Background: an optimization exercise with open tools, aiming at small area, a short achievable clock period and few clock cycles per item. Do not read the settings as production practice. The RTL was checked by simulation tests, not by an equivalence proof against the original design.

==> flow/design.v (excerpt) <==
module smolbit_arith (
    input  wire        clk,
    input  wire        rst,
    input  wire        in_valid,
    output wire        in_ready,
    input  wire [2:0]  in_mode,
    input  wire [31:0] in_a,
    input  wire [31:0] in_b,
    output reg         out_valid,
    output wire [31:0] out_result
);
    localparam integer R  = 8;           
    localparam integer ND = 32 / R;      
    localparam integer DW = 2;           
    localparam integer SM = R - 1;       
    localparam [2:0] M_ADD = 3'd0, M_SUB = 3'd1, M_MUL = 3'd2, M_DIV = 3'd3,
                     M_MOV = 3'd4, M_LDI = 3'd5, M_POW = 3'd6, M_ROOT = 3'd7;
    localparam [2:0] S_IDLE  = 3'd0,
                     S_FAST  = 3'd1,   
                     S_MUL   = 3'd2,   
                     S_DALN  = 3'd3,   
                     S_DSUB  = 3'd4,   
                     S_RSET  = 3'd6,   
                     S_RMUL  = 3'd7;   
    reg [2:0]    st;
    reg [31:0]   u, v, acc;
    reg [32:0]   x;
    reg [R-1:0]  dq;          
    reg          cin;         
    reg          afirst;      
    reg          useu;        
    reg          msel;        
    reg          ispow;
    reg          ph;          
    reg [1:0]    nb;          
    reg [2:0]    e;           
    reg [4:0]    deg;         
    reg [4:0]    la;          
    reg [5:0]    sd;          
    reg [DW-1:0] di;          
    reg [4:0]    cnt;         
    reg [3:0]    j;           
    reg          s32;         
    reg          cpl;         
    reg          rfirst, spec, pchk, big, ovl, pc;
  ...
Settings: LEC_CHECK=0, CAP_MARGIN=20, CORE_MARGIN=2, CORE_UTILIZATION=60, SETUP_SLACK_MARGIN=2.0, SLEW_MARGIN=20; clock period 8.0 ns.
run.sh (not shown) runs the stock make flow with config.mk's settings and CLKGATE_MAP_FILE= SYNTH_SCRIPT=/design/flow/synth_recipe.tcl, a recipe that flattens the netlist after the stock synthesis.
Testbench counts at the start, summed over its fixed seeds: cycles 13,349, ops 3,200.
Edit:
Settings changed: CORE_UTILIZATION 60 to 40, SETUP_SLACK_MARGIN 2.0 to 2.5.
Critical path depth went down by 6. Wire length went up by 4.4%. Die area went up by 49%. Hold slack barely changes.


== build 24 ==
Another version of the RTL of smolbit_arith (not shown whole).
For scale: ~2,900 cells after synthesis, ~190 flip-flops, roughly 100 I/O pins, roughly 0.024 sq mm of cells after synthesis.
Design smolbit_arith, start of the top module:
module smolbit_arith (
    input  wire        clk,
    input  wire        rst,
    input  wire        in_valid,
    output wire        in_ready,
    input  wire [2:0]  in_mode,
    input  wire [31:0] in_a,
    input  wire [31:0] in_b,
    output reg         out_valid,
    output wire [31:0] out_result
);
    localparam integer R  = 8;           
    localparam integer ND = 32 / R;      
    localparam integer DW = 2;           
    localparam integer SM = R - 1;       
    localparam [2:0] M_ADD = 3'd0, M_SUB = 3'd1, M_MUL = 3'd2, M_DIV = 3'd3,
                     M_MOV = 3'd4, M_LDI = 3'd5, M_POW = 3'd6, M_ROOT = 3'd7;
    localparam [2:0] S_IDLE  = 3'd0,
                     S_FAST  = 3'd1,   
                     S_MUL   = 3'd2,   
                     S_DALN  = 3'd3,   
                     S_DSUB  = 3'd4,   
                     S_RSET  = 3'd6,   
                     S_RMUL  = 3'd7;   
    reg [2:0]    st;
    reg [31:0]   u, v, acc;
    reg [32:0]   x;
    reg [R-1:0]  dq;          
    reg          cin;         
    reg          afirst;      
    reg          useu;        
    reg          msel;        
    reg          ispow;
    reg          ph;          
    reg [1:0]    nb;          
    reg [2:0]    e;           
    reg [4:0]    deg;         
    reg [4:0]    la;          
    reg [5:0]    sd;          
    reg [DW-1:0] di;          
  ...
Settings: LEC_CHECK=0, CAP_MARGIN=20, CORE_MARGIN=2, CORE_UTILIZATION=40, SETUP_SLACK_MARGIN=2.0, SLEW_MARGIN=20; clock period 8.0 ns.
Testbench counts of build 24, summed over its fixed seeds: cycles 13,349, ops 3,200.
Inputs modified between build 24 and build 53:
# build 24
export LEC_CHECK = 0
export CAP_MARGIN = 20
export CORE_MARGIN = 2
export CORE_UTILIZATION = 40
export SETUP_SLACK_MARGIN = 2.0
export SLEW_MARGIN = 20
create_clock -name core_clock -period 8.0 [get_ports {clk}]
# build 53
export LEC_CHECK = 0
export CAP_MARGIN = 20
export CORE_MARGIN = 2
export CORE_UTILIZATION = 30
export SETUP_SLACK_MARGIN = 2.0
export SLEW_MARGIN = 20
create_clock -name core_clock -period 8.0 [get_ports {clk}]
--- outcome ---
Build 53 completed; timing, DRC and antenna clean. Between build 53 and build 24, it is build 53 whose layout overhead on the synthesized area is lower, by 0.21 points. Between build 53 and build 24, it is build 53 whose sum of met3 wire segment lengths after detailed routing is lower, by 58 microns. Compared to build 24, the router laid down less metal wire for build 53.
The following lists how build 41 was set up differently from build 53:
# build 53
export LEC_CHECK = 0
export CAP_MARGIN = 20
export CORE_MARGIN = 2
export CORE_UTILIZATION = 30
export SETUP_SLACK_MARGIN = 2.0
export SLEW_MARGIN = 20
create_clock -name core_clock -period 8.0 [get_ports {clk}]
# build 41
export LEC_CHECK = 0
export CAP_MARGIN = 20
export CORE_MARGIN = 2
export CORE_UTILIZATION = 30
export SETUP_SLACK_MARGIN = 1.5
export SLEW_MARGIN = 20
create_clock -name core_clock -period 8.0 [get_ports {clk}]
Results
In build 41 relative to build 53, number of standard cells in the final layout excluding fillers had gone down slightly.
Fraction of final layout cells with drive strength greater than 1 came out lower on build 41 than on build 53.
Build 41 — initial antenna violation count 1 higher, build 53 as reference
Taking build 53 as the reference point, the total iterations of the first detailed-routing run of build 41 falls by 3.
Relative to build 53, build 41 degrades normalized max-slew margin.
Comparing number of nets at the end of the flow for build 41 and build 53, the smaller number came from build 41.
> inputs changed (build 41 -> build 5)
# build 41
export LEC_CHECK = 0
export CAP_MARGIN = 20
export CORE_MARGIN = 2
export CORE_UTILIZATION = 30
export SETUP_SLACK_MARGIN = 1.5
export SLEW_MARGIN = 20
create_clock -name core_clock -period 8.0 [get_ports {clk}]
# build 5
export LEC_CHECK = 0
export CAP_MARGIN = 20
export CORE_MARGIN = 2
export CORE_UTILIZATION = 40
export SETUP_SLACK_MARGIN = 1.0
export SLEW_MARGIN = 20
create_clock -name core_clock -period 8.0 [get_ports {clk}]
--- outcome ---
- Of the two values seen for end point of the critical path, in_ready was produced by build 41 and acc[0] by build 5.
- Of build 5 and build 41, it is build 5 that has the higher routed wire length.
- Build 41 has a higher count of placed standard cells in the final layout, fillers left out than build 5.
- The sequential cell area fraction in the yosys report of build 41 and that of build 5 are within noise of each other.
- Build 5 reports a higher hold slack than build 41 does.
- Compared with build 41, build 5 shows a lower non-clock buffer count.
- Compared with build 41, build 5 shows a higher global routing usage on met3.
Setup changes, build 5 to build 33
# build 5
export LEC_CHECK = 0
export CAP_MARGIN = 20
export CORE_MARGIN = 2
export CORE_UTILIZATION = 40
export SETUP_SLACK_MARGIN = 1.0
export SLEW_MARGIN = 20
create_clock -name core_clock -period 8.0 [get_ports {clk}]
# build 33
export LEC_CHECK = 0
export CAP_MARGIN = 20
export CORE_MARGIN = 2
export CORE_UTILIZATION = 40
export SETUP_SLACK_MARGIN = 1.5
export SLEW_MARGIN = 20
create_clock -name core_clock -period 8.0 [get_ports {clk}]
--- outcome ---
- Any difference in met2 track utilization from global routing between build 33 and build 5 is small enough to ignore.
- Tightest slew margin relative to the limit: build 33 > build 5
- Delta (build 33 minus build 5): share of the final layout cell area in sequential cells went down 0.18 points, shortest period the worst path allows now smaller, via count roughly the same.

-- what the ideal ports hide --
The flow's constraints put no driver on any port. The routed layouts listed below were extracted and timed again, unchanged, in two steps. Step 1: set_driving_cell puts a clkbuf_16 on clk and a buf_2 on each other input, an assumption about the parent block. Step 2 times the ports against the registers' clock, not the clock port: input delays grow and output delays shrink by t, the midpoint of the rising clock arrivals with the driver on. Slacks: no drivers / after step 1 / after step 2; pairs: no drivers / after step 1.
run | t, ns | setup slack, ns | worst setup path at the end | cell pins on the clock port's net
the first run of note 1 | 0.518 | 1.330 / 1.330 / 1.330 | register to register | 1
the second run of note 1 | 0.536 | 1.661 / 1.661 / 1.661 | register to register | 1
build 24 | 0.543 | 2.025 / 2.025 / 1.650 | input to register | 1
build 53 | 0.532 | 1.934 / 1.877 / 1.646 | input to register | 1
build 41 | 0.528 | 1.637 / 1.583 / 1.305 | input to register | 1
build 5 | 0.530 | 1.334 / 1.285 / 1.334 | register to register | 1
build 33 | 0.531 | 1.623 / 1.592 / 1.316 | input to register | 1
After both steps setup and hold are still met in every run listed. For build 24, which loses most, drivers alone change the setup slack by 0.000 ns; drivers and shift together by -0.375 ns.
